Source: an optimization exercise on an open RTL-to-GDS flow (aim: small area). Production flows keep margins and buffers that such runs may drop. The RTL was checked by simulation tests, not by an equivalence proof against the original design. Power figures rest on the tool's default switching activity, not on a simulated workload.

==> flow/design.v <==
module adsb_nl (
    input  wire [5:0] k,
    input  wire [4:0] i,
    output wire       t
);
    wire [31:0] thr =
        (k == 6'd1) ? 32'hFFFFFFFF :
        (k == 6'd2) ? 32'd1037950429 :
        (k == 6'd3) ? 32'd1032407177 :
        (k == 6'd4) ? 32'd1023101966 :
        (k == 6'd5) ? 32'd1012796976 :
        (k == 6'd6) ? 32'd1002060437 :
        (k == 6'd7) ? 32'd991087498 :
        (k == 6'd8) ? 32'd979963238 :
        (k == 6'd9) ? 32'd968730034 :
        (k == 6'd10) ? 32'd957410632 :
        (k == 6'd11) ? 32'd946017636 :
        (k == 6'd12) ? 32'd934557930 :
        (k == 6'd13) ? 32'd923034936 :
        (k == 6'd14) ? 32'd911449850 :
        (k == 6'd15) ? 32'd899802360 :
        (k == 6'd16) ? 32'd888091077 :
        (k == 6'd17) ? 32'd876313802 :
        (k == 6'd18) ? 32'd864467698 :
        (k == 6'd19) ? 32'd852549394 :
        (k == 6'd20) ? 32'd840555054 :
        (k == 6'd21) ? 32'd828480416 :
        (k == 6'd22) ? 32'd816320814 :
        (k == 6'd23) ? 32'd804071180 :
        (k == 6'd24) ? 32'd791726040 :
        (k == 6'd25) ? 32'd779279499 :
        (k == 6'd26) ? 32'd766725216 :
        (k == 6'd27) ? 32'd754056370 :
        (k == 6'd28) ? 32'd741265620 :
        (k == 6'd29) ? 32'd728345060 :
        (k == 6'd30) ? 32'd715286153 :
        (k == 6'd31) ? 32'd702079665 :
        (k == 6'd32) ? 32'd688715585 :
        (k == 6'd33) ? 32'd675183027 :
        (k == 6'd34) ? 32'd661470113 :
        (k == 6'd35) ? 32'd647563848 :
        (k == 6'd36) ? 32'd633449950 :
        (k == 6'd37) ? 32'd619112672 :
        (k == 6'd38) ? 32'd604534562 :
        (k == 6'd39) ? 32'd589696198 :
        (k == 6'd40) ? 32'd574575848 :
        (k == 6'd41) ? 32'd559149056 :
        (k == 6'd42) ? 32'd543388133 :
        (k == 6'd43) ? 32'd527261513 :
        (k == 6'd44) ? 32'd510732935 :
        (k == 6'd45) ? 32'd493760396 :
        (k == 6'd46) ? 32'd476294774 :
        (k == 6'd47) ? 32'd458278008 :
        (k == 6'd48) ? 32'd439640620 :
        (k == 6'd49) ? 32'd420298293 :
        (k == 6'd50) ? 32'd400147003 :
        (k == 6'd51) ? 32'd379055882 :
        (k == 6'd52) ? 32'd356856387 :
        (k == 6'd53) ? 32'd333325099 :
        (k == 6'd54) ? 32'd308154920 :
        (k == 6'd55) ? 32'd280903326 :
        (k == 6'd56) ? 32'd250890454 :
        (k == 6'd57) ? 32'd216970575 :
        (k == 6'd58) ? 32'd176907011 :
        (k == 6'd59) ? 32'd124917588 :
        32'd0;
    assign t = thr[i];
endmodule
module adsb_cpr (
    input  wire       clk,
    input  wire       active,
    input  wire       hold,
    input  wire       x,
    input  wire [5:0] m,
    input  wire       rnd,
    input  wire       sub_en,
    output wire       p,
    output wire       q
);
    reg  [5:0] acc;
    reg        bw;
    wire [6:0] s  = {1'b0, acc} + (x ? {1'b0, m} : 7'd0) + {6'd0, rnd};
    wire       xs = x & sub_en;
    assign p = s[0];
    assign q = p ^ xs ^ bw;
    wire   bw_n = (~p & xs) | (~p & bw) | (xs & bw);
    always @(posedge clk) begin
        if (~hold) begin
            acc <= active ? s[6:1] : 6'd0;
            bw  <= active & bw_n;
        end
    end
endmodule
module adsb_encoder (
    input  wire         clk,
    input  wire         rst,
    input  wire         in_valid,
    output wire         in_ready,
    input  wire [1:0]   op,
    input  wire [23:0]  icao,
    input  wire [2:0]   ca,
    input  wire [4:0]   tc,
    input  wire [1:0]   ss,
    input  wire         nicsb,
    input  wire         tbit,
    input  wire         surface,
    input  wire [31:0]  alt,       
    input  wire [31:0]  lat,       
    input  wire [31:0]  lon,       
    input  wire [63:0]  name,      
    input  wire [87:0]  msg,       
    output wire         out_valid,
    input  wire         out_ready,
    output wire [111:0] frame_e,   
    output wire [111:0] frame_o,
    output wire [7:0]   diag,
    output wire [23:0]  crc,
    output wire         err
);
    localparam [1:0] S_IDLE = 2'd0, S_RUN = 2'd1, S_DONE = 2'd2;
    localparam [2:0] P_SAR = 3'd0, P_ALT = 3'd1, P_XZ = 3'd2, P_YZ = 3'd3,
                     P_CRCO = 3'd4, P_XFER = 3'd5, P_CRCE = 3'd6;
    localparam [7:0]  CRC_LAST = 8'd124;         
    localparam [23:0] G1   = 24'hFFFA04;         
    localparam [23:0] CINJ = 24'h2BCE14;         
    reg [1:0]   state;
    reg [2:0]   phase;
    reg [7:0]   step;
    reg [1:0]   op_r;
    reg         surf, sgn;
    reg [5:0]   C;           
    reg [4:0]   A;           
    reg         nbw;         
    reg         st;          
    reg [106:24] E;
    reg [57:24]  O;
    reg [23:0]   CE, CO;
    assign in_ready = (state == S_IDLE);
    wire accept = in_valid & in_ready;
    wire run = (state == S_RUN);
    wire pS = run & (phase == P_SAR);
    wire pA = run & (phase == P_ALT);
    wire pX = run & (phase == P_XZ);
    wire pY = run & (phase == P_YZ);
    wire pCo = run & (phase == P_CRCO);
    wire pXf = run & (phase == P_XFER);
    wire pCe = run & (phase == P_CRCE);
    wire pC  = pCo | pCe;
    wire is_op0 = (op_r == 2'd0);
    function ge(input [7:0] v, input [7:0] k);
        integer b;
        reg r;
        begin
            r = 1'b1;
            for (b = 0; b < 8; b = b + 1)
                r = k[b] ? (v[b] & r) : (v[b] | r);
            ge = r;
        end
    endfunction
    wire s_le16 = ~ge(step, 8'd17);
    wire s_le33 = ~ge(step, 8'd34);
    wire s_le82 = ~ge(step, 8'd83);
    wire s_le87 = ~ge(step, 8'd88);
    wire [1:0] f_hi = step[3:2] - 2'd1;
    wire [3:0] f = {f_hi, step[1:0]};
    wire in_alt = ge(step, 8'd36) & ~ge(step, 8'd48);
    wire nstep  = pA & in_alt & (step != 8'd40) & (step != 8'd42);
    wire e_rot = pA | pX | pY | (pC & s_le82);
    wire o_rot = ((pS | pY | pCo) & s_le33) | (pX & ~ge(step, 8'd68))
               | (pA & ge(step, 8'd36) & ~ge(step, 8'd72) & (step != 8'd40) & (step != 8'd42))
               | (pCe & (op_r == 2'd2) & ~s_le82 & s_le87);
    wire aux_rot = pS | (pY & (surf ? ge(step, 8'd6) : ge(step, 8'd2)) & s_le33);
    wire clr     = (pY & ~s_le33) | pXf;
    wire wr = is_op0 & (nstep | (pX & s_le16) | (pY & ge(step, 8'd17) & s_le33));
    wire mact = (pA & ge(step, 8'd68)) | (pA & in_alt) | (pX & s_le16) | (pY & ge(step, 8'd2) & s_le33);
    wire kl4  = (pA & ~ge(step, 8'd72)) | (pY & ~ge(step, 8'd6));
    wire xraw = pY ? CE[0] : (surf ? E[35] : E[39]);
    wire xm   = (pA & in_alt) ? u_bit : xraw & ~(surf & kl4);
    wire rnd  = (pA & ((step == 8'd82) | (step == 8'd39) | (step == 8'd43))) | (pY & (step == 8'd16));
    wire [5:0] mm = pY ? 6'd60 : (pA & in_alt) ? 6'd41 : C;
    wire sub_en = pY | (C != 6'd1);
    wire mp, mq;
    adsb_cpr u_cpr (.clk(clk), .active(mact), .hold(pA & ((step == 8'd40) | (step == 8'd42))), .x(xm), .m(mm), .rnd(rnd),
                    .sub_en(sub_en), .p(mp), .q(mq));
    wire [4:0] bi = step[4:0];
    wire thr_bit;
    adsb_nl u_nl (.k(C), .i(bi), .t(thr_bit));
    wire a_bit = CE[0] ^ sgn;              
    wire st_p  = (bi == 5'd0) ? ~sgn : st;  
    wire st_n  = (a_bit ^ thr_bit) ? thr_bit : st_p;
    wire acc_ok = st_n & ~(&C[5:2]);       
    wire [2:0] bpos = 3'd5 - step[7:5];
    wire [4:0] a_p  = (step == 8'd0) ? 5'd0 : A;
    wire [5:0] a_h6 = {1'b0, a_p} + (a_p[0] ? 6'd25 : 6'd0);
    wire [4:0] a_h  = a_h6[5:1];
    wire [5:0] a_sum = {1'b0, a_h} + (O[24] ? ((bi == 5'd31) ? 6'd2 : 6'd23) : 6'd0);
    wire [5:0] a_red = (a_sum >= 6'd25) ? a_sum - 6'd25 : a_sum;
    wire r_bit = (f == 4'd0) ? A[0] : (f == 4'd1) ? A[1] : (f == 4'd2) ? A[2] :
                 (f == 4'd3) ? A[3] : (f == 4'd5) ? A[4] : 1'b0;
    wire first = (f == 4'd0);
    wire nbw_p = ~first & nbw;
    wire u_bit = O[24] ^ r_bit ^ nbw_p;
    wire nbw_n = (~O[24] & (r_bit | nbw_p)) | (r_bit & nbw_p);
    wire df   = (step == 8'd83) | (step == 8'd87);
    wire b_e  = s_le82 ? E[24] : s_le87 ? ((op_r == 2'd2) ? O[24] : df) : 1'b0;
    wire b_o  = s_le33 ? O[24] : (step == 8'd34) ? 1'b1 : s_le82 ? E[24] : s_le87 ? df : 1'b0;
    wire b_in = pCo ? b_o : b_e;
    wire [23:0] ce_l = {1'b0, CE[23:1]} ^ (CE[0] ? G1 : 24'd0) ^ (b_in ? CINJ : 24'd0);
    wire [47:0] raw_chars;
    wire [33:0] ld_o_id;
    genvar gi;
    generate
        for (gi = 0; gi < 8; gi = gi + 1) begin : g_chr
            assign raw_chars[6*gi +: 6] = name[8*gi +: 6];
        end
    endgenerate
    assign ld_o_id = {1'b0, 1'b0, name[46], name[47], 1'b0, 1'b0, 1'b0, 1'b0, name[38], name[39], 1'b0, 1'b0, 1'b0, 1'b0, name[30], name[31], 1'b0, 1'b0, 1'b0, 1'b0, name[22], name[23], 1'b0, 1'b0, name[62], name[63], name[14], name[15], 1'b0, 1'b0, name[54], name[55], name[6], name[7]};
    wire [5:0] cw = E[29:24];
    wire c_letter = ~O[24] & O[25] & (cw[4:0] != 5'd0) & (cw[4:0] <= 5'd26);
    wire c_digit  = ~O[24] & ~O[25] & cw[5] & cw[4] & (cw[3:0] <= 4'd9);
    wire c_valid  = c_letter | c_digit;
    wire c_bad    = ~(c_valid | ({O[24], O[25], cw} == 8'h5F));
    reg  [2:0] m6;           
    reg        c_vr, c_lr;   
    wire c_b0 = (m6 == 3'd0);
    wire c_b5 = (m6 == 3'd5);
    wire c_code = c_b5 ? ~c_lr : (E[24] & (c_b0 ? c_valid : c_vr));
    wire wrc = (op_r == 2'd1) & pX & ~ge(step, 8'd48);
    wire [82:0] ld_pos = {ca, icao, tc, ss, nicsb,
                          raw_chars[47:43], 1'b0, raw_chars[41], 1'b1, raw_chars[39:36],
                          tbit, 1'b0, raw_chars[33:32], lon};
    wire [82:0] ld_id  = {ca, icao, 8'b00001000, raw_chars};
    wire s_msg = accept & op[1];
    wire s_id  = accept & ~op[1] & op[0];
    wire s_pos = accept & ~op[1] & ~op[0];
    wire s_keep = ~accept;
    wire [82:0] e_ring = {wr ? mp : wrc ? c_code : E[24], E[106:25]};
    wire [82:0] e_next = ({83{s_msg}} & msg[82:0]) | ({83{s_id}} & ld_id)
                       | ({83{s_pos}} & ld_pos) | ({83{s_keep}} & e_ring);
    localparam [33:0] O_ID  = 34'b00_0011000011000011000011001111001111;
    localparam [33:0] O_MSG = 34'b00_0000000000000000000000000000011111;
    localparam [33:0] O_ALT = ~(O_ID | O_MSG);
    wire [33:0] o_ring = {(wr & ~pA) ? mq : (wrc & c_b0) ? c_bad : O[24], O[57:25]};
    wire [33:0] o_next = ({34{accept}} & O_ALT & {2'b00, alt})
                       | ({34{s_pos}} & ~O_ALT & {2'b00, alt})
                       | ({34{s_id}} & ld_o_id)
                       | ({34{s_msg}} & {29'd0, msg[87:83]})
                       | ({34{s_keep}} & o_ring);
    wire last = pS ? (step == 8'd191) : pC ? (step == CRC_LAST) : pXf ? (step == 8'd23) : (step == 8'd82);
    always @(posedge clk) begin
        if (rst) begin
            state <= S_IDLE;
        end else begin
            case (state)
                S_IDLE: if (in_valid) state <= (op == 2'd3) ? S_DONE : S_RUN;
                S_RUN:  if (pCe & last) state <= S_DONE;
                default: if (out_ready) state <= S_IDLE;
            endcase
        end
    end
    always @(posedge clk) begin
        if (accept) begin
            phase <= P_SAR;
            step  <= 8'd0;
        end else if (run) begin
            if (last) begin
                phase <= phase + 3'd1;
                step  <= 8'd0;
            end else begin
                step <= step + 8'd1;
            end
        end
    end
    integer j;
    always @(posedge clk) begin
        if (accept) begin
            op_r <= op;
            surf <= surface;
            sgn  <= lat[31];
            C    <= 6'b100000;
        end
        if (pS) begin
            st <= st_n;
            if (bi == 5'd31)
                for (j = 0; j < 6; j = j + 1)
                    if (j == bpos) C[j] <= acc_ok;
                    else if (j + 1 == bpos) C[j] <= 1'b1;
        end
        if (pS & (step[7:5] == 3'd0))
            A <= a_red[4:0];
        if (pX & c_b0) begin
            c_vr <= c_valid;
            c_lr <= c_letter;
        end
        m6 <= (pX & ~c_b5) ? m6 + 3'd1 : 3'd0;
        if (nstep) begin
            nbw <= nbw_n;
        end
    end
    always @(posedge clk) begin
        if (accept | e_rot)
            E <= e_next;
        if (accept | o_rot)
            O <= o_next;
        if (accept) begin
            CE <= lat[23:0];
            CO[7:0] <= lat[31:24];
        end else if (pC) begin
            CE <= ce_l;
        end else if (aux_rot) begin
            CE <= {CO[0], CE[23:1]};
            CO[7:0] <= {CE[0], CO[7:1]};
        end else if (clr) begin
            CE <= {1'b0, CE[23:1]};
            if (pXf) CO <= {CE[0], CO[23:1]};
        end
    end
    assign out_valid = (state == S_DONE);
    assign frame_e   = {5'b10001, E, CE};
    assign frame_o   = {5'b10001, E[106:59], 1'b1, O, CO};
    assign crc       = CE;
    assign diag      = {O[24], O[30], O[36], O[42], O[48], O[54], O[26], O[32]};
    assign err       = (op_r == 2'd3);
endmodule
==> flow/flow/run.sh <==
#!/bin/bash
# The standard layout (standard.sh) with three changes to how it is made:
#  - Yosys maps the logic with flow/abc_map.script, an area-oriented ABC
#    script, in place of ORFS's delay-oriented abc_speed.script (a copy of
#    ORFS's scripts folder with only that file replaced); the synthesis is
#    otherwise ORFS's, as synth_recipe.tcl runs it;
#  - buffer_ports buffers every input and output port with
#    sky130_fd_sc_hd__buf_1, the smallest buffer;
#  - clock tree synthesis clusters up to 12 registers per leaf buffer
#    (sky130_fd_sc_hd__clkbuf_8) and adds no dummy loads.
# Each tool's output stays in ORFS's own logs; standard.sh's output goes to
# standard.log.
set -e
rm -rf scripts_area
cp -r "$FLOW_HOME/scripts" scripts_area
cp flow/abc_map.script scripts_area/abc_speed.script
export SCRIPTS_DIR="$PWD/scripts_area"
export BUFFER_PORTS_ARGS="-buffer_cell sky130_fd_sc_hd__buf_1"
export CTS_ARGS="-sink_clustering_enable -repair_clock_nets -sink_clustering_size 12 -sink_clustering_max_diameter 50 -buf_list sky130_fd_sc_hd__clkbuf_8 -dont_use_dummy_load"
bash standard.sh > standard.log 2>&1
==> flow/flow/abc_map.script <==
&get -n
&st
&dch
&nf -R 1000
&st
&dch
&nf -R 1000
&st
&dch
&nf -R 1000
&put
dnsize -c
==> flow/standard.sh <==
#!/bin/bash
# synth_recipe.tcl (not shown) runs the flow's synth.tcl, then flattens the netlist and writes it again
# the make line also repeats each setting of config.mk as NAME=value (left out here)
make -C /OpenROAD-flow-scripts/flow DESIGN_CONFIG=/design/flow/config.mk WORK_HOME=/design/flow/orfs CLKGATE_MAP_FILE= SYNTH_SCRIPT=/design/flow/synth_recipe.tcl "${@:-finish}"
==> flow/config.mk <==
export PLATFORM = sky130hd
export DESIGN_NAME = adsb_encoder
export DESIGN_NICKNAME = adsb_encoder
export VERILOG_FILES = /design/flow/design.v
export SDC_FILE = /design/flow/constraint.sdc
export NUM_CORES = 4
export LEC_CHECK = 0
export CAP_MARGIN = 20
export CELL_PAD_IN_SITES_DETAIL_PLACEMENT = 1
export CELL_PAD_IN_SITES_GLOBAL_PLACEMENT = 1
export CORE_MARGIN = 2
export CORE_UTILIZATION = 25
export PLACE_DENSITY = 0.45
export SLEW_MARGIN = 20
==> flow/constraint.sdc <==
create_clock -name core_clock -period 34.0 [get_ports {clk}]
set_input_delay 6.8000 -clock core_clock [delete_from_list [all_inputs] [get_ports {clk}]]
set_output_delay 6.8000 -clock core_clock [all_outputs]
set_load 0.01 [all_outputs]
==> results of run 1 <==
[metrics by stage]
stage,power (W),hold slack [ns],util
final,0.001388,0.3786,0.3109
after floorplan,0.0009667,0.4365,-
after CTS,0.001404,0.3754,0.3107
after global routing,0.001479,0.4029,0.3109
after global placement,0.001191,0.4328,0.3010
after detailed placement,0.001194,0.4355,0.3010
[registers in the layout, summed over array words and instances, names as in the netlist, 5 cells and up]
name	cells
u_cpr.acc	6
step	8
CE	24
C	6
O	34
CO	24
A	5
E	83
[placed cells by master, fill, tap and decap left out, types with 13 or more instances in the layout]
cell type and instances:
nand4_1 39, a31oi_1 19, a222oi_1 68, nor3_1 55, a22oi_1 34, o21ai_0 58
ha_1 31, nand2b_1 16, dfxtp_1 22, buf_1 538, nor2b_1 16, edfxtp_1 185
a21oi_1 55, xor2_1 13, nand3_1 45, clkbuf_8 37, clkinv_1 63, and2_0 14
nor2_1 168, nand2_1 338, nor4_1 25, buf_4 33, xnor2_1 13
[worst register-to-register path: cells and delay by family, from the launching register on]
family	cells	cell delay, ns
DFF	1	0.32
and+or+nand+nor	8	2.02
AOI/OAI and AO/OA	9	2.50
buffers and inverters	2	0.41
[power by group]
part,internal (W),total (W),switching [W]
combinational,0.000205,0.000625,0.000420
sequential,0.000450,0.000563,0.000113
clock,0.0000958,0.000200,0.000104
[worst paths after layout]
| path | from | endpoint | cells past startpoint |
|---|---|---|---|
| setup / recovery | in_valid | E[28]$_DFFE_PP_ | 8 |
| hold / removal | CO[10]$_DFFE_PP_ | CO[9]$_DFFE_PP_ | 0 |
| setup reg to reg | C[0]$_DFF_P_ | C[2]$_DFF_P_ | 19 |
| hold reg to reg | CO[10]$_DFFE_PP_ | CO[9]$_DFFE_PP_ | 0 |
[logic make-up (layout without fill, tap and decap cells)]
| family | after synthesis | in the layout | synth area share |
|---|---|---|---|
| simple gates | 767 | 767 | 0.2582 |
| other cells | 2 | 16 | 0.0005634 |
| xor+xnor | 26 | 26 | 0.01708 |
| buf+inv | 155 | 672 | 0.06928 |
| compound gates | 311 | 311 | 0.1684 |
| flops | 207 | 207 | 0.4498 |
| fa+ha+maj | 36 | 36 | 0.03661 |
[metal layers]
| metal | track usage | part of all wire |
|---|---|---|
| met5 | 0 | 0.00014 |
| met4 | 0.08400 | 0.032 |
| met3 | 0.05005 | 0.070 |
| met1 | 0.3658 | 0.43 |
| met2 | 0.4449 | 0.47 |
[final cells by class]
class	instances	area, um2
Sequential cell	207	5996
Antenna cell	5	12.51
Inverter	64	240.2
Tap cell	688	860.8
Multi-Input combinational cell	1151	6485
Clock buffer	37	509.2
Fill cell	6482	36280
Timing Repair Buffer	571	2267
==> summary.txt, run 1 <==
Outcome
  – Status: timing/DRC/antenna clean

Global routing
  – Pin count of the biggest net entering global routing: 81
  – Global route total overflow: 0
  – First-pass GRT wire length: 110300 um
  – All-layer global routing usage: 0.2728
  – Initial antenna violation count: 22
  – Vias in the first global route: 14890

Timing
  – Final Max Tran Viols: 0
  – Hold Fails Final Rpt: 0
  – Ratio of final minimum period to clock period: 0.2722
  – Slew HR: 0.1627
  – Setup total negative slack: 0 ns
  – RSZ-0062 raised after global routing: false
  – Post-route worst setup slack: 24.75 ns
  – Clock period minus worst slack: 9.255 ns
  – Worst Tran Pin Value: 1.224 ns
  – Skew final: 0.07848 ns
  – F_max: 108.1 MHz
  – Final setup violation count: 0

Power and ir drop
  – Max IR drop VDD: 0.04345 mV
  – Power Dens Cells: 84.80 nW/um2
  – Pleak: 5.961 nW

Clock tree
  – Skew-Pair Late Insertion Delay: 0.61 ns
  – Post-CTS Resized: 0
  – Clk slew on worst S/H paths: 0.07 ns
  – # clock sinks: 207
  – Post-CTS Hold Fix Bufs: 0
  – Post-CTS Setup Bufs: 0
  – Root Buffer: clkbuf_8
  – Total CTS buffers: 37
  – CTS tree: built
  – Max Buffers Root-to-Sink: 3
  – H-tree depth: 2

Yosys
  – Post-synth top flop: edfxtp_1
  – Most common cell in the synthesized netlist: nand2_1
  – EDFF count, synth: 185
  – Dominant cell type by area after synthesis: edfxtp_1
  – Share of synthesized registers carrying an async set or reset: 0
  – Synth cell count leaders: nand2_1, edfxtp_1, nor2_1, buf_4, a222oi_1
  – Yosys warns: 2
  – Netlist cell types: 56
  – Synth top area share: 0.4168
  – Synth Register Bits: 207
  – Register area share after synthesis: 0.4498
  – Cells after Synth: 1504
  – Top area cells in the synthesized netlist: edfxtp_1, nand2_1, buf_4
  – Post-synthesis area per instance: 8.862 um2
  – Post-Syn Area: 13330 um2

Worst setup path
  – CP Class: in2reg
  – Reg2Reg Setup Slack: 28.57 ns
  – Worst path top cell family by delay: buffers and inverters
  – Critical Path Slowest Stage Cell: buf_4
  – CP cell instances: buf_1, nand2_4, inv_2, buf_4, a21oi_1, nand4_1, buf_4, buf_4
  – Critical path arrival: 9.41 ns
  – Worst-path fanout max: 59
  – Largest stage delay on the critical path: 0.63 ns
  – Worst Path Buf+Inv: 5
  – Most frequent CP cell: buf_4
  – CP endpoint kind: register
  – Startpoint Class: input pin
  – Req. time, crit path: 34.16 ns

Floorplan
  – # rows: 84
  – Core area: 52660 um2
  – Initial core utilization: 0.2531
  – Die Ht: 234.9 um
  – # IOs: 550
  – Total die area: 55180 um2
  – Die X-Extent: 234.9 um

Cells and area
  – Non-Filler Instances: 2723
  – Share of cells above drive strength 1: 0.03892
  – Finished Cell Area: 16370 um2
  – Synth-to-Final Area Change: 22.82%
  – Fin nets: 2359

Place
  – Placed insts: 2681
  – Post-Place Setup Slack: 24.09 ns
  – Post-DP Area: 15850 um2
  – GP Congestion: 0.9968
  – Port bufs: 538
  – DP HPWL: 62450 um

Hold path
  – HP Class: reg2reg

Job
  – Max-Cap Viols: 0

Detailed routing
  – Post-route ant nets: 0
  – Via count: 14910
  – Wire length per cell: 28.80 um
  – Via-to-Cell Ratio: 5.476
  – DRC: 0
  – First DRT Iteration DRCs: 1563
  – Total Wirelength: 78410 um
  – Drt pass-1 iters: 8
==> inputs of run 2 (changes only) <==
--- a/flow/flow/run.sh
+++ b/flow/flow/run.sh
@@ -7,5 +7,5 @@
 #  - buffer_ports buffers every input and output port with
 #    sky130_fd_sc_hd__buf_1, the smallest buffer;
-#  - clock tree synthesis clusters up to 12 registers per leaf buffer
+#  - clock tree synthesis clusters up to 14 registers per leaf buffer
 #    (sky130_fd_sc_hd__clkbuf_8) and adds no dummy loads.
 # Each tool's output stays in ORFS's own logs; standard.sh's output goes to
@@ -17,4 +17,4 @@
 export SCRIPTS_DIR="$PWD/scripts_area"
 export BUFFER_PORTS_ARGS="-buffer_cell sky130_fd_sc_hd__buf_1"
-export CTS_ARGS="-sink_clustering_enable -repair_clock_nets -sink_clustering_size 12 -sink_clustering_max_diameter 50 -buf_list sky130_fd_sc_hd__clkbuf_8 -dont_use_dummy_load"
+export CTS_ARGS="-sink_clustering_enable -repair_clock_nets -sink_clustering_size 14 -sink_clustering_max_diameter 60 -buf_list sky130_fd_sc_hd__clkbuf_8 -dont_use_dummy_load"
 bash standard.sh > standard.log 2>&1
==> flow/config.mk (replaced) <==
export PLATFORM = sky130hd
export DESIGN_NAME = adsb_encoder
export DESIGN_NICKNAME = adsb_encoder
export VERILOG_FILES = /design/flow/design.v
export SDC_FILE = /design/flow/constraint.sdc
export NUM_CORES = 4
export LEC_CHECK = 0
export CAP_MARGIN = 20
export CORE_MARGIN = 2
export CORE_UTILIZATION = 30
export PLACE_DENSITY = 0.5
export SLEW_MARGIN = 20
==> summary.txt, run 2 <==
Cells and area
  – FF/Latch Area: 5996 um2 (unchanged)
  – Largest regs: E: 83 flops, O: 34 flops (unchanged)
  – Share of cells above drive strength 1: 0.03318 (was 0.03892)
  – Most common cell after layout, fill and taps aside: buf_1 (unchanged)
  – Fin nets: 2348 (was 2359)
  – Largest Register: E (unchanged)
  – Synth-to-Final Area Change: 20.80% (was 22.82%)
  – Finished Cell Area: 16100 um2 (was 16370 um2)
  – Max FFs per register: 83 (unchanged)
  – Most frequent cells in the layout: buf_1, nand2_1, edfxtp_1, nor2_1, a222oi_1 (unchanged)
  – Non-Filler Instances: 2625 (was 2723)
  – Fillers: 4798 (was 6482)
  – Area of the multi-input gates: 6484 um2 (was 6485 um2)

Power and ir drop
  – Power Dens Cells: 83.55 nW/um2 (was 84.80 nW/um2)
  – Pleak: 5.876 nW (was 5.961 nW)
  – Max IR drop VDD: 0.04143 mV (was 0.04345 mV)

Timing
  – F_max: 98.59 MHz (was 108.1 MHz)
  – Worst Tran Pin Value: 1.015 ns (was 1.224 ns)
  – Clock period minus worst slack: 10.14 ns (was 9.255 ns)
  – Worst Hold Slack: 0.4538 ns (was 0.3786 ns)
  – RSZ-0062 raised after global routing: false (unchanged)
  – Skew final: 0.1113 ns (was 0.07848 ns)
  – Slew HR: 0.3057 (was 0.1627)
  – Final Max Tran Viols: 0 (unchanged)
  – Setup total negative slack: 0 ns (unchanged)
  – Ratio of final minimum period to clock period: 0.2983 (was 0.2722)
  – Hold Fails Final Rpt: 0 (unchanged)
  – Final setup violation count: 0 (unchanged)

Detailed routing
  – Drt pass-1 iters: 7 (was 8)
  – First DRT Iteration DRCs: 2013 (was 1563)
  – Total Wirelength: 78280 um (was 78410 um)
  – Post-route ant nets: 0 (unchanged)
  – DRC: 0 (unchanged)
  – Via-to-Cell Ratio: 5.785 (was 5.476)
  – Wire length per cell: 29.82 um (was 28.80 um)
  – Via count: 15190 (was 14910)

Worst setup path
  – Req. time, crit path: 34.15 ns (was 34.16 ns)
  – RR Startpoint: C[0]$_DFF_P_ (unchanged)
  – Startpoint Class: input pin (unchanged)
  – Worst setup endpoint: CE[22]$_DFFE_PP_ (was E[28]$_DFFE_PP_)
  – CP Class: in2reg (unchanged)
  – Reg2Reg Setup Slack: 28.74 ns (was 28.57 ns)
  – FF-to-FF End: C[2]$_DFF_P_ (unchanged)
  – Worst r2r path cells: 19 (unchanged)
  – Worst-path fanout max: 63 (was 59)
  – Critical path arrival: 10.29 ns (was 9.41 ns)
  – CP endpoint kind: register (unchanged)
  – Worst setup startpoint: in_valid (unchanged)

Place
  – DP HPWL: 62760 um (was 62450 um)
  – Post-DP Area: 15740 um2 (was 15850 um2)
  – Placed insts: 2588 (was 2681)
  – Port bufs: 538 (unchanged)
  – GP Congestion: 1.008 (was 0.9968)

Yosys
  – Synth Register Bits: 207 (unchanged)
  – Top area cells in the synthesized netlist: edfxtp_1, nand2_1, buf_4 (unchanged)
  – Synth cell count leaders: nand2_1, edfxtp_1, nor2_1, buf_4, a222oi_1 (unchanged)
  – Dominant cell type by area after synthesis: edfxtp_1 (unchanged)
  – Most common cell in the synthesized netlist: nand2_1 (unchanged)
  – Post-synth top flop: edfxtp_1 (unchanged)
  – Post-synthesis area per instance: 8.862 um2 (unchanged)
  – Netlist cell types: 56 (unchanged)
  – Yosys warns: 2 (unchanged)
  – Post-Syn Area: 13330 um2 (unchanged)
  – Cells after Synth: 1504 (unchanged)
  – Register area share after synthesis: 0.4498 (unchanged)
  – Share of synthesized registers carrying an async set or reset: 0 (unchanged)
  – Synth top area share: 0.4168 (unchanged)
  – EDFF count, synth: 185 (unchanged)

Global routing
  – All-layer global routing usage: 0.3247 (was 0.2728)
  – First-pass GRT wire length: 107600 um (was 110300 um)
  – Global route total overflow: 0 (unchanged)
  – Initial antenna violation count: 18 (was 22)
  – Pin count of the biggest net entering global routing: 65 (was 81)
  – Vias in the first global route: 14350 (was 14890)

Clock tree
  – Post-CTS Setup Bufs: 0 (unchanged)
  – H-tree depth: 1 (was 2)
  – Root Buffer: clkbuf_8 (unchanged)
  – Skew-Pair Late Insertion Delay: 0.60 ns (was 0.61 ns)
  – Clk slew on worst S/H paths: 0.06 ns (was 0.07 ns)
  – CTS tree: built (unchanged)
  – Post-CTS Resized: 0 (unchanged)
  – Post-CTS Hold Fix Bufs: 0 (unchanged)
  – # clock sinks: 207 (unchanged)
  – Max Buffers Root-to-Sink: 3 (unchanged)
  – Total CTS buffers: 23 (was 37)

Floorplan
  – Total die area: 46130 um2 (was 55180 um2)
  – Die X-Extent: 214.8 um (was 234.9 um)
  – Die Ht: 214.8 um (was 234.9 um)
  – Core area: 44030 um2 (was 52660 um2)
  – # IOs: 550 (unchanged)
  – # rows: 77 (was 84)
  – Initial core utilization: 0.3027 (was 0.2531)

Job
  – Max-Cap Viols: 0 (unchanged)

Outcome
  – Status: timing/DRC/antenna clean (unchanged)

Hold path
  – HP Class: reg2reg (unchanged)
  – Hold Path Depth: 0 (unchanged)
[run 2: cell counts after synthesis]
Identical to the previous run, type by type.
[run 2: worst min path at each step]
stage                                 from                to  slack [ns]
final                      CO[9]$_DFFE_PP_   CO[8]$_DFFE_PP_        0.45
after global routing      CO[17]$_DFFE_PP_  CO[16]$_DFFE_PP_        0.47
after CTS                  CO[9]$_DFFE_PP_   CO[8]$_DFFE_PP_        0.46
after detailed placement   CO[9]$_DFFE_PP_   CO[8]$_DFFE_PP_        0.43
after global placement    CO[11]$_DFFE_PP_  CO[10]$_DFFE_PP_        0.44
after floorplan           m6[0]$_SDFF_PN0_  m6[0]$_SDFF_PN0_        0.44
[run 2: power by group]
group / internal (W) / total, W / switching (W)
logic: 0.000207 / 0.000628 / 0.000421
registers: 0.000449 / 0.000570 / 0.000121
clock network: 0.0000601 / 0.000147 / 0.0000870
total: 0.000716 / 0.00135 / 0.000629
[run 2: cells by family after synthesis]
family	Yosys count	share of synthesized area
simple gates	767	0.2582
buf+inv	155	0.06928
other cells	2	0.0005634
compound gates	311	0.1684
fa+ha+maj	36	0.03661
flops	207	0.4498
xor+xnor	26	0.01708
[run 2: routing by layer]
metal,global-route usage,wire length (um),up-vias
li1,-,-,6604
met1,0.3976,28990,7300
met2,0.5210,36080,1066
met3,0.04798,6667,216
met4,0.2389,6534,0
met5,0,0,-
[run 2: area by class of cell]
| cell class | count | share of cell area |
|---|---|---|
| Multi-Input combinational cell | 1151 | 0.4027 |
| Sequential cell | 207 | 0.3724 |
| Timing Repair Buffer | 574 | 0.1422 |
| Tap cell | 592 | 0.04600 |
| Clock buffer | 23 | 0.01966 |
| Inverter | 64 | 0.01492 |
| Antenna cell | 14 | 0.002176 |
[run 2: through the flow]
stage	power, W	setup WS [ns]	util
4_1_cts	0.001344	23.80	0.3647
2_1_floorplan	0.0009667	18.75	-
5_1_grt	0.001417	23.69	0.3655
3_5_place_dp	0.001193	23.24	0.3576
6_report	0.001345	23.86	0.3657
3_3_place_gp	0.001190	23.34	0.3576
[run 2: worst max-delay path: stages]
cell	delay (ns)
buf_1	0.13
nand2_4	0.49
buf_4	0.62
buf_4	0.66
inv_2	0.07
buf_4	0.36
or4_2	1.10
==> inputs of run 3 (changes only) <==
--- a/flow/design.v
+++ b/flow/design.v
@@ -222,8 +222,7 @@
     wire c_bad    = ~(c_valid | ({O[24], O[25], cw} == 8'h5F));
     reg  [2:0] m6;           
-    reg        c_vr, c_lr;   
     wire c_b0 = (m6 == 3'd0);
     wire c_b5 = (m6 == 3'd5);
-    wire c_code = c_b5 ? ~c_lr : (E[24] & (c_b0 ? c_valid : c_vr));
+    wire c_code = c_b5 ? ~nbw : (E[24] & (c_b0 ? c_valid : st));   
     wire wrc = (op_r == 2'd1) & pX & ~ge(step, 8'd48);
     wire [82:0] ld_pos = {ca, icao, tc, ss, nicsb,
@@ -290,6 +289,6 @@
             A <= a_red[4:0];
         if (pX & c_b0) begin
-            c_vr <= c_valid;
-            c_lr <= c_letter;
+            st  <= c_valid;
+            nbw <= c_letter;
         end
         m6 <= (pX & ~c_b5) ? m6 + 3'd1 : 3'd0;
--- a/flow/flow/run.sh
+++ b/flow/flow/run.sh
@@ -7,5 +7,5 @@
 #  - buffer_ports buffers every input and output port with
 #    sky130_fd_sc_hd__buf_1, the smallest buffer;
-#  - clock tree synthesis clusters up to 14 registers per leaf buffer
+#  - clock tree synthesis clusters up to 16 registers per leaf buffer
 #    (sky130_fd_sc_hd__clkbuf_8) and adds no dummy loads.
 # Each tool's output stays in ORFS's own logs; standard.sh's output goes to
@@ -17,4 +17,4 @@
 export SCRIPTS_DIR="$PWD/scripts_area"
 export BUFFER_PORTS_ARGS="-buffer_cell sky130_fd_sc_hd__buf_1"
-export CTS_ARGS="-sink_clustering_enable -repair_clock_nets -sink_clustering_size 14 -sink_clustering_max_diameter 60 -buf_list sky130_fd_sc_hd__clkbuf_8 -dont_use_dummy_load"
+export CTS_ARGS="-sink_clustering_enable -repair_clock_nets -sink_clustering_size 16 -sink_clustering_max_diameter 60 -buf_list sky130_fd_sc_hd__clkbuf_8 -dont_use_dummy_load"
 bash standard.sh > standard.log 2>&1
--- a/flow/config.mk
+++ b/flow/config.mk
@@ -8,5 +8,5 @@
 export CAP_MARGIN = 20
 export CORE_MARGIN = 2
-export CORE_UTILIZATION = 30
-export PLACE_DENSITY = 0.5
+export CORE_UTILIZATION = 38
+export PLACE_DENSITY = 0.58
 export SLEW_MARGIN = 20
==> summary.txt, run 3 <==
Outcome
  – Status: timing/DRC/antenna clean (unchanged)

Yosys
  – Share of synthesized registers carrying an async set or reset: 0 (unchanged)
  – Yosys warns: 2 (unchanged)
  – Post-synth top flop: edfxtp_1 (unchanged)
  – EDFF count, synth: 183 (was 185)
  – Synth Register Bits: 205 (was 207)
  – Cells after Synth: 1498 (was 1504)
  – Synth top area share: 0.4149 (was 0.4168)
  – Post-Syn Area: 13240 um2 (was 13330 um2)
  – Synth cell count leaders: nand2_1, edfxtp_1, nor2_1, buf_4, a222oi_1 (unchanged)
  – Post-synthesis area per instance: 8.841 um2 (was 8.862 um2)
  – Top area cells in the synthesized netlist: edfxtp_1, nand2_1, a222oi_1 (was edfxtp_1, nand2_1, buf_4)
  – Netlist cell types: 59 (was 56)
  – Most common cell in the synthesized netlist: nand2_1 (unchanged)
  – Register area share after synthesis: 0.4482 (was 0.4498)
  – Dominant cell type by area after synthesis: edfxtp_1 (unchanged)

Place
  – GP Congestion: 1.081 (was 1.008)
  – DP HPWL: 62670 um (was 62760 um)
  – Port bufs: 538 (unchanged)

Floorplan
  – # rows: 68 (was 77)
  – Die Ht: 190.7 um (was 214.8 um)
  – Total die area: 36360 um2 (was 46130 um2)
  – # IOs: 550 (unchanged)
  – Initial core utilization: 0.3844 (was 0.3027)
  – Die X-Extent: 190.7 um (was 214.8 um)
  – Core area: 34460 um2 (was 44030 um2)

Clock tree
  – CTS tree: built (unchanged)
  – Skew-Pair Late Insertion Delay: 0.59 ns (was 0.60 ns)
  – Post-CTS Resized: 0 (unchanged)
  – Total CTS buffers: 24 (was 23)
  – Post-CTS Setup Bufs: 0 (unchanged)
  – # clock sinks: 205 (was 207)
  – Root Buffer: clkbuf_8 (unchanged)
  – Clk slew on worst S/H paths: 0.07 ns (was 0.06 ns)
  – Max Buffers Root-to-Sink: 3 (unchanged)
  – Post-CTS Hold Fix Bufs: 0 (unchanged)
  – H-tree depth: 1 (unchanged)

Power and ir drop
  – Pleak: 5.981 nW (was 5.876 nW)
  – Power, Total: 0.001347 W (was 0.001345 W)
  – Power Dens Cells: 84.95 nW/um2 (was 83.55 nW/um2)
  – Max IR drop VDD: 0.08654 mV (was 0.04143 mV)

Cells and area
  – Most frequent cells in the layout: buf_1, nand2_1, edfxtp_1, nor2_1, a222oi_1 (unchanged)
  – FF/Latch Area: 5936 um2 (was 5996 um2)
  – Largest regs: E: 83 flops, O: 34 flops (unchanged)
  – Fin nets: 2339 (was 2348)
  – Largest Register: E (unchanged)
  – Most common cell after layout, fill and taps aside: buf_1 (unchanged)
  – Fillers: 3525 (was 4798)
  – Post-layout util: 0.4603 (was 0.3657)
  – Synth-to-Final Area Change: 19.75% (was 20.80%)
  – Share of cells above drive strength 1: 0.03333 (was 0.03318)
  – Max FFs per register: 83 (unchanged)
  – Area of the multi-input gates: 6486 um2 (was 6484 um2)

Worst setup path
  – Worst Path Buf+Inv: 3 (was 5)
  – Worst r2r path cells: 14 (was 19)
  – CP Class: in2reg (unchanged)
  – Critical Path Slowest Stage Cell: inv_2 (was or4_2)
  – Reg2Reg Setup Slack: 28.74 ns (about the same)
  – Req. time, crit path: 34.17 ns (was 34.15 ns)
  – RR Startpoint: C[2]$_DFF_P_ (was C[0]$_DFF_P_)
  – Critical path arrival: 9.64 ns (was 10.29 ns)
  – Startpoint Class: input pin (unchanged)
  – FF-to-FF End: C[2]$_DFF_P_ (unchanged)
  – CP endpoint kind: register (unchanged)
  – Worst path top cell family by delay: buffers and inverters (unchanged)
  – Worst-path fanout max: 83 (was 63)
  – Largest stage delay on the critical path: 1.03 ns (was 1.10 ns)
  – CP cell instances: buf_1, nand2_4, inv_2, nor4_1, o21ai_4, buf_6 (was buf_1, nand2_4, buf_4, buf_4, inv_2, buf_4, or4_2)
  – Worst setup startpoint: in_valid (unchanged)

Global routing
  – All-layer global routing usage: 0.4190 (was 0.3247)
  – First-pass GRT wire length: 106700 um (was 107600 um)
  – Pin count of the biggest net entering global routing: 84 (was 65)
  – Vias in the first global route: 14590 (was 14350)
  – Initial antenna violation count: 18 (unchanged)
  – Global route total overflow: 0 (unchanged)

Detailed routing
  – DRC: 0 (unchanged)
  – Post-route ant nets: 0 (unchanged)
  – Wire length per cell: 31.81 um (was 29.82 um)
  – Drt pass-1 iters: 8 (was 7)
  – Total Wirelength: 78940 um (was 78280 um)
  – First DRT Iteration DRCs: 2465 (was 2013)
  – Via count: 15580 (was 15190)
  – Via-to-Cell Ratio: 6.276 (was 5.785)

Timing
  – Worst Hold Slack: 0.4492 ns (was 0.4538 ns)
  – Final setup violation count: 0 (unchanged)
  – RSZ-0062 raised after global routing: false (unchanged)
  – Ratio of final minimum period to clock period: 0.2783 (was 0.2983)
  – Worst Tran Pin Value: 1.077 ns (was 1.015 ns)
  – Slew HR: 0.2811 (was 0.3057)
  – Clock period minus worst slack: 9.464 ns (was 10.14 ns)
  – Final Max Tran Viols: 0 (unchanged)
  – Setup total negative slack: 0 ns (unchanged)
  – Skew final: 0.1161 ns (was 0.1113 ns)
  – Hold Fails Final Rpt: 0 (unchanged)
  – F_max: 105.7 MHz (was 98.59 MHz)

Hold path
  – Hold Path Depth: 0 (unchanged)
  – HP Class: reg2reg (unchanged)
  – Worst Hold Endpoint: CO[20]$_DFFE_PP_ (was CO[8]$_DFFE_PP_)
  – Hold Startpoint: CO[21]$_DFFE_PP_ (was CO[9]$_DFFE_PP_)

Job
  – Max-Cap Viols: 0 (unchanged)
## run 3: logic make-up (layout without fill, tap and decap cells)
kind of cell,after synthesis,count (layout),synth area share
adders and majority gates,36,36,0.03684
AOI/OAI and AO/OA,302,302,0.1657
muxes,2,2,0.001606
and+or+nand+nor,770,770,0.2594
other,2,28,0.0005671
DFF,205,205,0.4482
buffers and inverters,153,656,0.06915
xor gates and xnor gates,28,28,0.01852
## run 3: area by class of cell
| type | count | area share |
|---|---|---|
| Clock buffer | 24 | 0.02083 |
| Inverter | 62 | 0.01467 |
| Sequential cell | 205 | 0.3743 |
| Tap cell | 455 | 0.03589 |
| Antenna cell | 17 | 0.002682 |
| Multi-Input combinational cell | 1149 | 0.4090 |
| Timing Repair Buffer | 570 | 0.1427 |
## run 3: through the flow
step                      cell area, um2  std cells  setup slack [ns]
after global routing               15860       2481             24.39
final                              15860       2482             24.54
after global placement             15480       2441             23.99
after floorplan                    13280       1507             18.36
after detailed placement           15480       2441             23.85
after CTS                          15810       2465             24.42
## run 3: per-layer routing
| metal | vias up | share of wire | track usage |
|---|---|---|---|
| li1 | 6580 | - | - |
| met1 | 7506 | 0.34 | 0.4823 |
| met2 | 1238 | 0.45 | 0.6434 |
| met3 | 251 | 0.099 | 0.08668 |
| met4 | 2 | 0.11 | 0.4085 |
| met5 | - | 0.00016 | 0 |
## run 3: how the worst max path moves through the flow
stage                       end  cells after the start
5_1_grt         E[79]$_DFFE_PP_                      6
4_1_cts         E[79]$_DFFE_PP_                      6
3_3_place_gp    E[29]$_DFFE_PP_                      6
3_5_place_dp    E[25]$_DFFE_PP_                      6
2_1_floorplan  E[100]$_DFFE_PP_                      4
6_report        E[79]$_DFFE_PP_                      6
## run 3: report_power, final
group	switching, W	internal [W]
Combinational	0.000423	0.000205
Clock	0.0000875	0.0000625
Sequential	0.000118	0.000451
Total	0.000629	0.000718
==> inputs of run 4 (changes only) <==
--- a/flow/flow/run.sh
+++ b/flow/flow/run.sh
@@ -7,6 +7,6 @@
 #  - buffer_ports buffers every input and output port with
 #    sky130_fd_sc_hd__buf_1, the smallest buffer;
-#  - clock tree synthesis clusters up to 16 registers per leaf buffer
-#    (sky130_fd_sc_hd__clkbuf_8) and adds no dummy loads.
+#  - clock tree synthesis clusters up to 30 registers per leaf buffer
+#    (sky130_fd_sc_hd__clkbuf_16) and adds no dummy loads.
 # Each tool's output stays in ORFS's own logs; standard.sh's output goes to
 # standard.log.
@@ -17,4 +17,4 @@
 export SCRIPTS_DIR="$PWD/scripts_area"
 export BUFFER_PORTS_ARGS="-buffer_cell sky130_fd_sc_hd__buf_1"
-export CTS_ARGS="-sink_clustering_enable -repair_clock_nets -sink_clustering_size 16 -sink_clustering_max_diameter 60 -buf_list sky130_fd_sc_hd__clkbuf_8 -dont_use_dummy_load"
+export CTS_ARGS="-sink_clustering_enable -repair_clock_nets -sink_clustering_size 30 -sink_clustering_max_diameter 100 -buf_list sky130_fd_sc_hd__clkbuf_16 -dont_use_dummy_load"
 bash standard.sh > standard.log 2>&1
--- a/flow/config.mk
+++ b/flow/config.mk
@@ -8,5 +8,5 @@
 export CAP_MARGIN = 20
 export CORE_MARGIN = 2
-export CORE_UTILIZATION = 38
-export PLACE_DENSITY = 0.58
+export CORE_UTILIZATION = 30
+export PLACE_DENSITY = 0.5
 export SLEW_MARGIN = 20
==> summary.txt, run 4 <==
Outcome
  – Status: timing/DRC/antenna clean (unchanged)

Yosys
  – Post-synthesis area per instance: 8.841 um2 (unchanged)
  – Netlist cell types: 59 (unchanged)
  – Post-synthesis adder-cell area fraction: 0.03684 (unchanged)
  – Cells after Synth: 1498 (unchanged)
  – Register area share after synthesis: 0.4482 (unchanged)
  – Synth cell count leaders: nand2_1, edfxtp_1, nor2_1, buf_4, a222oi_1 (unchanged)
  – Synth top area share: 0.4149 (unchanged)
  – Share of synthesized registers carrying an async set or reset: 0 (unchanged)
  – Synth Area in Simple Gates: 0.2594 (unchanged)
  – Yosys warns: 2 (unchanged)
  – Post-synth top flop: edfxtp_1 (unchanged)
  – Synth Register Bits: 205 (unchanged)
  – Dominant cell type by area after synthesis: edfxtp_1 (unchanged)
  – Post-synthesis compound-gate area fraction: 0.1657 (unchanged)
  – Mux contribution to synthesized area: 0.001606 (unchanged)
  – Synth Area in XOR/XNOR: 0.01852 (unchanged)
  – Most common cell in the synthesized netlist: nand2_1 (unchanged)
  – Top area cells in the synthesized netlist: edfxtp_1, nand2_1, a222oi_1 (unchanged)
  – Largest family of logic cells by synthesized area: simple AND/OR/NAND/NOR gates (unchanged)
  – EDFF count, synth: 183 (unchanged)
  – Post-Syn Area: 13240 um2 (unchanged)

Timing
  – Final Max Tran Viols: 0 (unchanged)
  – Clock period minus worst slack: 8.609 ns (was 9.464 ns)
  – Final setup violation count: 0 (unchanged)
  – F_max: 116.2 MHz (was 105.7 MHz)
  – Ratio of final minimum period to clock period: 0.2532 (was 0.2783)
  – Skew final: 0.07052 ns (was 0.1161 ns)
  – Worst Tran Pin Value: 1.098 ns (was 1.077 ns)
  – Slew HR: 0.2626 (was 0.2811)
  – Setup total negative slack: 0 ns (unchanged)
  – Hold Fails Final Rpt: 0 (unchanged)
  – Worst Hold Slack: 0.4306 ns (was 0.4492 ns)
  – RSZ-0062 raised after global routing: false (unchanged)

Place
  – Post-DP Area: 15610 um2 (was 15480 um2)
  – Port bufs: 538 (unchanged)
  – GP Congestion: 1.014 (was 1.081)
  – DP HPWL: 62920 um (was 62670 um)

Clock tree
  – CTS tree: built (unchanged)
  – H-tree depth: 1 (unchanged)
  – Root Buffer: clkbuf_16 (was clkbuf_8)
  – Post-CTS Hold Fix Bufs: 0 (unchanged)
  – # clock sinks: 205 (unchanged)
  – Post-CTS Setup Bufs: 0 (unchanged)
  – Total CTS buffers: 12 (was 24)
  – Clk slew on worst S/H paths: 0.11 ns (was 0.07 ns)
  – Post-CTS Resized: 0 (unchanged)
  – Skew-Pair Late Insertion Delay: 0.51 ns (was 0.59 ns)
  – Max Buffers Root-to-Sink: 3 (unchanged)

Power and ir drop
  – Power Dens Cells: 84.53 nW/um2 (was 84.95 nW/um2)
  – Pleak: 5.931 nW (was 5.981 nW)
  – Power, Total: 0.001346 W (was 0.001347 W)
  – Max IR drop VDD: 0.03939 mV (was 0.08654 mV)

Global routing
  – Initial antenna violation count: 14 (was 18)
  – Global route total overflow: 0 (unchanged)
  – Vias in the first global route: 14390 (was 14590)
  – Pin count of the biggest net entering global routing: 89 (was 84)
  – All-layer global routing usage: 0.3260 (was 0.4190)
  – First-pass GRT wire length: 108300 um (was 106700 um)

Detailed routing
  – Wire length per cell: 30.32 um (was 31.81 um)
  – Post-route ant nets: 0 (unchanged)
  – Drt pass-1 iters: 7 (was 8)
  – DRC: 0 (unchanged)
  – Via-to-Cell Ratio: 5.758 (was 6.276)
  – Total Wirelength: 78340 um (was 78940 um)
  – First DRT Iteration DRCs: 1805 (was 2465)
  – Via count: 14880 (was 15580)

Cells and area
  – Most frequent cells in the layout: buf_1, nand2_1, edfxtp_1, nor2_1, a222oi_1 (unchanged)
  – Synth-to-Final Area Change: 20.26% (was 19.75%)
  – Share of cells above drive strength 1: 0.02559 (was 0.03333)
  – Fin nets: 2322 (was 2339)
  – Post-layout util: 0.3673 (was 0.4603)
  – Finished Cell Area: 15930 um2 (was 15860 um2)
  – Largest Register: E (unchanged)
  – Max FFs per register: 83 (unchanged)
  – Fillers: 4796 (was 3525)
  – Largest regs: E: 83 flops, O: 34 flops (unchanged)
  – Most common cell after layout, fill and taps aside: buf_1 (unchanged)

Worst setup path
  – FF-to-FF End: C[2]$_DFF_P_ (unchanged)
  – Req. time, crit path: 34.34 ns (was 34.17 ns)
  – CP Class: in2reg (unchanged)
  – Critical path arrival: 8.95 ns (was 9.64 ns)
  – Critical Path Slowest Stage Cell: and2_4 (was inv_2)
  – Reg2Reg Setup Slack: 28.75 ns (was 28.74 ns)
  – CP endpoint kind: register (unchanged)
  – RR Startpoint: C[3]$_DFF_P_ (was C[2]$_DFF_P_)
  – Worst-path fanout max: 52 (was 83)
  – Worst setup startpoint: in_valid (unchanged)
  – Worst r2r path cells: 16 (was 14)
  – CP cell instances: buf_1, nand2_4, nor2_4, buf_4, and2_4, a222oi_1, nand2_1 (was buf_1, nand2_4, inv_2, nor4_1, o21ai_4, buf_6)
  – Largest stage delay on the critical path: 0.65 ns (was 1.03 ns)
  – Startpoint Class: input pin (unchanged)

Floorplan
  – Total die area: 45840 um2 (was 36360 um2)
  – Core area: 43360 um2 (was 34460 um2)
  – # IOs: 550 (unchanged)
  – Die Ht: 214.1 um (was 190.7 um)
  – Die X-Extent: 214.1 um (was 190.7 um)
  – # rows: 76 (was 68)
  – Initial core utilization: 0.3054 (was 0.3844)

Hold path
  – Hold Path Depth: 0 (unchanged)
  – HP Class: reg2reg (unchanged)
  – Hold Startpoint: CO[13]$_DFFE_PP_ (was CO[21]$_DFFE_PP_)
  – Worst Hold Endpoint: CO[12]$_DFFE_PP_ (was CO[20]$_DFFE_PP_)

Job
  – Max-Cap Viols: 0 (unchanged)
## run 4: cell families after synthesis
group	Yosys count
and+or+nand+nor	770
buffers and inverters	153
xor gates and xnor gates	28
DFF	205
adders and majority gates	36
muxes	2
AOI/OAI and AO/OA	302
other	2
## run 4: where the power goes
group	switching, W	total [W]	internal [W]
sequential	0.000120	0.000570	0.000450
combinational	0.000423	0.000627	0.000204
clock	0.0000847	0.000149	0.0000638
## run 4: area by class of cell
| type | instances | area (um2) | share of cell area |
|---|---|---|---|
| Multi-Input combinational cell | 1149 | 6490 | 0.4075 |
| Sequential cell | 205 | 5936 | 0.3727 |
| Timing Repair Buffer | 565 | 2222 | 0.1395 |
| Tap cell | 585 | 732.0 | 0.04595 |
| Clock buffer | 12 | 300.3 | 0.01885 |
| Inverter | 62 | 232.7 | 0.01461 |
| Antenna cell | 6 | 15.01 | 0.0009427 |
## run 4: worst max-delay path by stage
stage                        to  slack, ns  cells after the start
6_report        E[33]$_DFFE_PP_      25.39                      7
3_5_place_dp    E[33]$_DFFE_PP_      24.51                      7
5_1_grt         E[33]$_DFFE_PP_      25.24                      7
4_1_cts         E[33]$_DFFE_PP_      25.02                      7
3_3_place_gp    E[47]$_DFFE_PP_      24.61                      7
2_1_floorplan  E[100]$_DFFE_PP_      18.36                      4
## run 4: metal layers
| metal | GRT usage | share of wire |
|---|---|---|
| met1 | 0.4197 | 0.40 |
| met2 | 0.5236 | 0.46 |
| met3 | 0.05333 | 0.080 |
| met4 | 0.1775 | 0.061 |
| met5 | 0 | 0.000089 |
## run 4: metrics by stage
step                      setup WS, ns  cells
after CTS                        25.02   2578
after detailed placement         24.51   2566
final                            25.39   2584
after floorplan                  18.36   1507
after global routing             25.24   2584
after global placement           24.61   2566
## run 4: worst max-delay path, delay by kind of cell
kind	cells	cell delay [ns]
buffers and inverters	2	0.60
AOI/OAI and AO/OA	1	0.22
and+or+nand+nor	4	1.27
==> inputs of run 5 (changes only) <==
--- a/flow/flow/run.sh
+++ b/flow/flow/run.sh
@@ -7,6 +7,6 @@
 #  - buffer_ports buffers every input and output port with
 #    sky130_fd_sc_hd__buf_1, the smallest buffer;
-#  - clock tree synthesis clusters up to 30 registers per leaf buffer
-#    (sky130_fd_sc_hd__clkbuf_16) and adds no dummy loads.
+#  - clock tree synthesis clusters up to 17 registers per leaf buffer
+#    (sky130_fd_sc_hd__clkbuf_8) and adds no dummy loads.
 # Each tool's output stays in ORFS's own logs; standard.sh's output goes to
 # standard.log.
@@ -17,4 +17,4 @@
 export SCRIPTS_DIR="$PWD/scripts_area"
 export BUFFER_PORTS_ARGS="-buffer_cell sky130_fd_sc_hd__buf_1"
-export CTS_ARGS="-sink_clustering_enable -repair_clock_nets -sink_clustering_size 30 -sink_clustering_max_diameter 100 -buf_list sky130_fd_sc_hd__clkbuf_16 -dont_use_dummy_load"
+export CTS_ARGS="-sink_clustering_enable -repair_clock_nets -sink_clustering_size 17 -sink_clustering_max_diameter 70 -buf_list sky130_fd_sc_hd__clkbuf_8 -dont_use_dummy_load"
 bash standard.sh > standard.log 2>&1
==> summary.txt, run 5 <==
Outcome
  – Status: timing/DRC/antenna clean (unchanged)

Worst setup path
  – Worst r2r path cells: 15 (was 16)
  – Startpoint Class: input pin (unchanged)
  – CP endpoint kind: register (unchanged)
  – CP Class: in2reg (unchanged)
  – Critical path arrival: 8.97 ns (was 8.95 ns)
  – Worst-path fanout max: 52 (unchanged)
  – Req. time, crit path: 34.41 ns (was 34.34 ns)

Detailed routing
  – Drt pass-1 iters: 9 (was 7)
  – Wire length per cell: 30.29 um (was 30.32 um)
  – Post-route ant nets: 0 (unchanged)
  – Total Wirelength: 78560 um (was 78340 um)
  – First DRT Iteration DRCs: 1929 (was 1805)
  – Via count: 15020 (was 14880)
  – Via-to-Cell Ratio: 5.789 (was 5.758)
  – DRC: 0 (unchanged)

Clock tree
  – H-tree depth: 1 (unchanged)
  – Post-CTS Hold Fix Bufs: 0 (unchanged)
  – Post-CTS Setup Bufs: 0 (unchanged)
  – # clock sinks: 205 (unchanged)
  – Max Buffers Root-to-Sink: 3 (unchanged)
  – Root Buffer: clkbuf_8 (was clkbuf_16)
  – CTS tree: built (unchanged)
  – Skew-Pair Late Insertion Delay: 0.60 ns (was 0.51 ns)
  – Clk slew on worst S/H paths: 0.09 ns (was 0.11 ns)
  – Post-CTS Resized: 0 (unchanged)
  – Total CTS buffers: 22 (was 12)

Cells and area
  – Largest Register: E (unchanged)
  – Fin nets: 2332 (was 2322)
  – Non-Filler Instances: 2594 (was 2584)
  – Largest regs: E: 83 flops, O: 34 flops (unchanged)
  – Area of the multi-input gates: 6490 um2 (unchanged)
  – Share of cells above drive strength 1: 0.03045 (was 0.02559)
  – Synth-to-Final Area Change: 20.28% (was 20.26%)
  – Most common cell after layout, fill and taps aside: buf_1 (unchanged)
  – Fillers: 4807 (was 4796)
  – Most frequent cells in the layout: buf_1, nand2_1, edfxtp_1, nor2_1, a222oi_1 (unchanged)
  – Max FFs per register: 83 (unchanged)
  – FF/Latch Area: 5936 um2 (unchanged)

Yosys
  – Register area share after synthesis: 0.4482 (unchanged)
  – Most common cell in the synthesized netlist: nand2_1 (unchanged)
  – Dominant cell type by area after synthesis: edfxtp_1 (unchanged)
  – Yosys warns: 2 (unchanged)
  – EDFF count, synth: 183 (unchanged)
  – Netlist cell types: 59 (unchanged)
  – Post-Syn Area: 13240 um2 (unchanged)
  – Cells after Synth: 1498 (unchanged)
  – Synth top area share: 0.4149 (unchanged)
  – Synth cell count leaders: nand2_1, edfxtp_1, nor2_1, buf_4, a222oi_1 (unchanged)
  – Top area cells in the synthesized netlist: edfxtp_1, nand2_1, a222oi_1 (unchanged)
  – Post-synthesis area per instance: 8.841 um2 (unchanged)
  – Synth Register Bits: 205 (unchanged)
  – Post-synth top flop: edfxtp_1 (unchanged)
  – Share of synthesized registers carrying an async set or reset: 0 (unchanged)

Timing
  – Setup total negative slack: 0 ns (unchanged)
  – Ratio of final minimum period to clock period: 0.2517 (was 0.2532)
  – Hold Fails Final Rpt: 0 (unchanged)
  – Worst Tran Pin Value: 1.114 ns (was 1.098 ns)
  – Final Max Tran Viols: 0 (unchanged)
  – Slew HR: 0.2574 (was 0.2626)
  – F_max: 116.9 MHz (was 116.2 MHz)
  – Post-route worst setup slack: 25.44 ns (was 25.39 ns)
  – Skew final: 0.1100 ns (was 0.07052 ns)
  – RSZ-0062 raised after global routing: false (unchanged)
  – Clock period minus worst slack: 8.557 ns (was 8.609 ns)
  – Worst Hold Slack: 0.4640 ns (was 0.4306 ns)
  – Final setup violation count: 0 (unchanged)

Floorplan
  – # IOs: 550 (unchanged)
  – Core area: 43360 um2 (unchanged)
  – Total die area: 45840 um2 (unchanged)
  – Die Ht: 214.1 um (unchanged)
  – Die X-Extent: 214.1 um (unchanged)
  – # rows: 76 (unchanged)
  – Initial core utilization: 0.3054 (unchanged)

Place
  – Placed insts: 2566 (unchanged)
  – DP HPWL: 62920 um (unchanged)
  – Port bufs: 538 (unchanged)
  – Post-Place Setup Slack: 24.51 ns (unchanged)
  – GP Congestion: 1.014 (unchanged)

Power and ir drop
  – Psw: 0.0006314 W (was 0.0006282 W)
  – Max IR drop VDD: 0.03892 mV (was 0.03939 mV)
  – Power Dens Cells: 84.35 nW/um2 (was 84.53 nW/um2)
  – Clock Power Share: 0.108 (was 0.110)
  – Logic pwr share: 0.467 (was 0.466)
  – P_int: 0.0007124 W (was 0.0007181 W)
  – Pleak: 5.942 nW (was 5.931 nW)
  – Sequential power share: 0.425 (was 0.424)
  – Switching Fraction: 0.4699 (was 0.4666)

Global routing
  – Global route total overflow: 0 (unchanged)
  – All-layer global routing usage: 0.3273 (was 0.3260)
  – Pin count of the biggest net entering global routing: 89 (unchanged)
  – Vias in the first global route: 14420 (was 14390)
  – Initial antenna violation count: 14 (unchanged)
  – First-pass GRT wire length: 108500 um (was 108300 um)

Hold path
  – HP Class: reg2reg (unchanged)
  – Hold Path Depth: 0 (unchanged)

Job
  – Max-Cap Viols: 0 (unchanged)
[run 5: cell counts after synthesis]
Identical to the previous run, type by type.
[run 5: final timing paths]
kind / startpoint / slack [ns] / end
worst max-delay path: in_valid / 25.44 / E[33]$_DFFE_PP_
worst min-delay path: CO[13]$_DFFE_PP_ / 0.46 / CO[12]$_DFFE_PP_
worst max register to register: C[1]$_DFF_P_ / 28.69 / C[2]$_DFF_P_
worst min register to register: CO[13]$_DFFE_PP_ / 0.46 / CO[12]$_DFFE_PP_
[run 5: critical path: stages]
cell,delay [ns]
buf_1,0.18
nand2_4,0.33
nor2_4,0.17
buf_4,0.41
and2_4,0.67
a222oi_1,0.22
nand2_1,0.12
[run 5: per-stage QoR]
stage	util	area (um2)	total power, W
6_report	0.3674	15930	0.001344
3_5_place_dp	0.3600	15610	0.001198
5_1_grt	0.3673	15930	0.001418
3_3_place_gp	0.3600	15610	0.001193
2_1_floorplan	-	13280	0.0009771
4_1_cts	0.3670	15910	0.001346
[run 5: layout make-up]
class                      instances  area share
antenna                            6   0.0009425
clock buffer                      22     0.01901
inverter                          62     0.01461
multi-input combinational       1149      0.4074
sequential                       205      0.3726
tap                              585     0.04595
timing repair buffer             565      0.1395
[run 5: routing by layer]
layer  track usage  vias to the layer above  part of all wire
li1              -                     6546                 -
met1        0.4207                     7359              0.40
met2        0.5319                      952              0.46
met3       0.05404                      158             0.081
met4        0.1657                        2             0.061
met5             0                        -           0.00011
[run 5: power by group through the flow]
stage / combinational (W) / clock, W / sequential (W)
finish: 0.000627 / 0.000145 / 0.000572
global route: 0.000682 / 0.000156 / 0.000580
CTS: 0.000628 / 0.000149 / 0.000570
detailed placement: 0.000627 / 0 / 0.000572
global placement: 0.000620 / 0 / 0.000573
floorplan: 0.000395 / 0 / 0.000582
[run 5: kinds of logic (layout without fill, tap and decap cells)]
group | Yosys count | in the layout | share of synthesized area
AOI/OAI and AO/OA | 302 | 302 | 0.1657
xor gates and xnor gates | 28 | 28 | 0.01852
adders and majority gates | 36 | 36 | 0.03684
buffers and inverters | 153 | 649 | 0.06915
DFF | 205 | 205 | 0.4482
muxes | 2 | 2 | 0.001606
other | 2 | 17 | 0.0005671
and+or+nand+nor | 770 | 770 | 0.2594

## static timing again, ports no longer ideal
Ports are ideal in the flow. The routed layouts listed here were re-timed in OpenROAD.
Step 1 sets driving cells, clkbuf_16 on the clock port and buf_2 on the other inputs (assumed; they add their load-dependent delay and slew).
Step 2 also shifts input and output timing later by t, the mid clock arrival at the registers, as if the neighbouring blocks saw the same clock.
Slacks: ideal / step 1 / step 2; pairs: ideal / step 1.
| run | t (ns) | setup slack, ns | worst hold slack (ns) |
|---|---|---|---|
| run 1 | 0.626 | 24.745 / 24.746 / 24.120 | 0.379 / 0.379 / 0.379 |
| run 2 | 0.594 | 23.857 / 23.888 / 23.295 | 0.454 / 0.454 / 0.454 |
| run 3 | 0.587 | 24.536 / 24.565 / 23.979 | 0.449 / 0.449 / 0.449 |
| run 4 | 0.530 | 25.391 / 25.344 / 24.813 | 0.431 / 0.431 / 0.431 |
| run 5 | 0.595 | 25.443 / 25.400 / 24.805 | 0.464 / 0.464 / 0.464 |
After both steps every run listed still meets setup and hold. The setup slack of run 5, which loses most, moves by -0.043 ns with the drivers and by -0.638 ns with both steps.
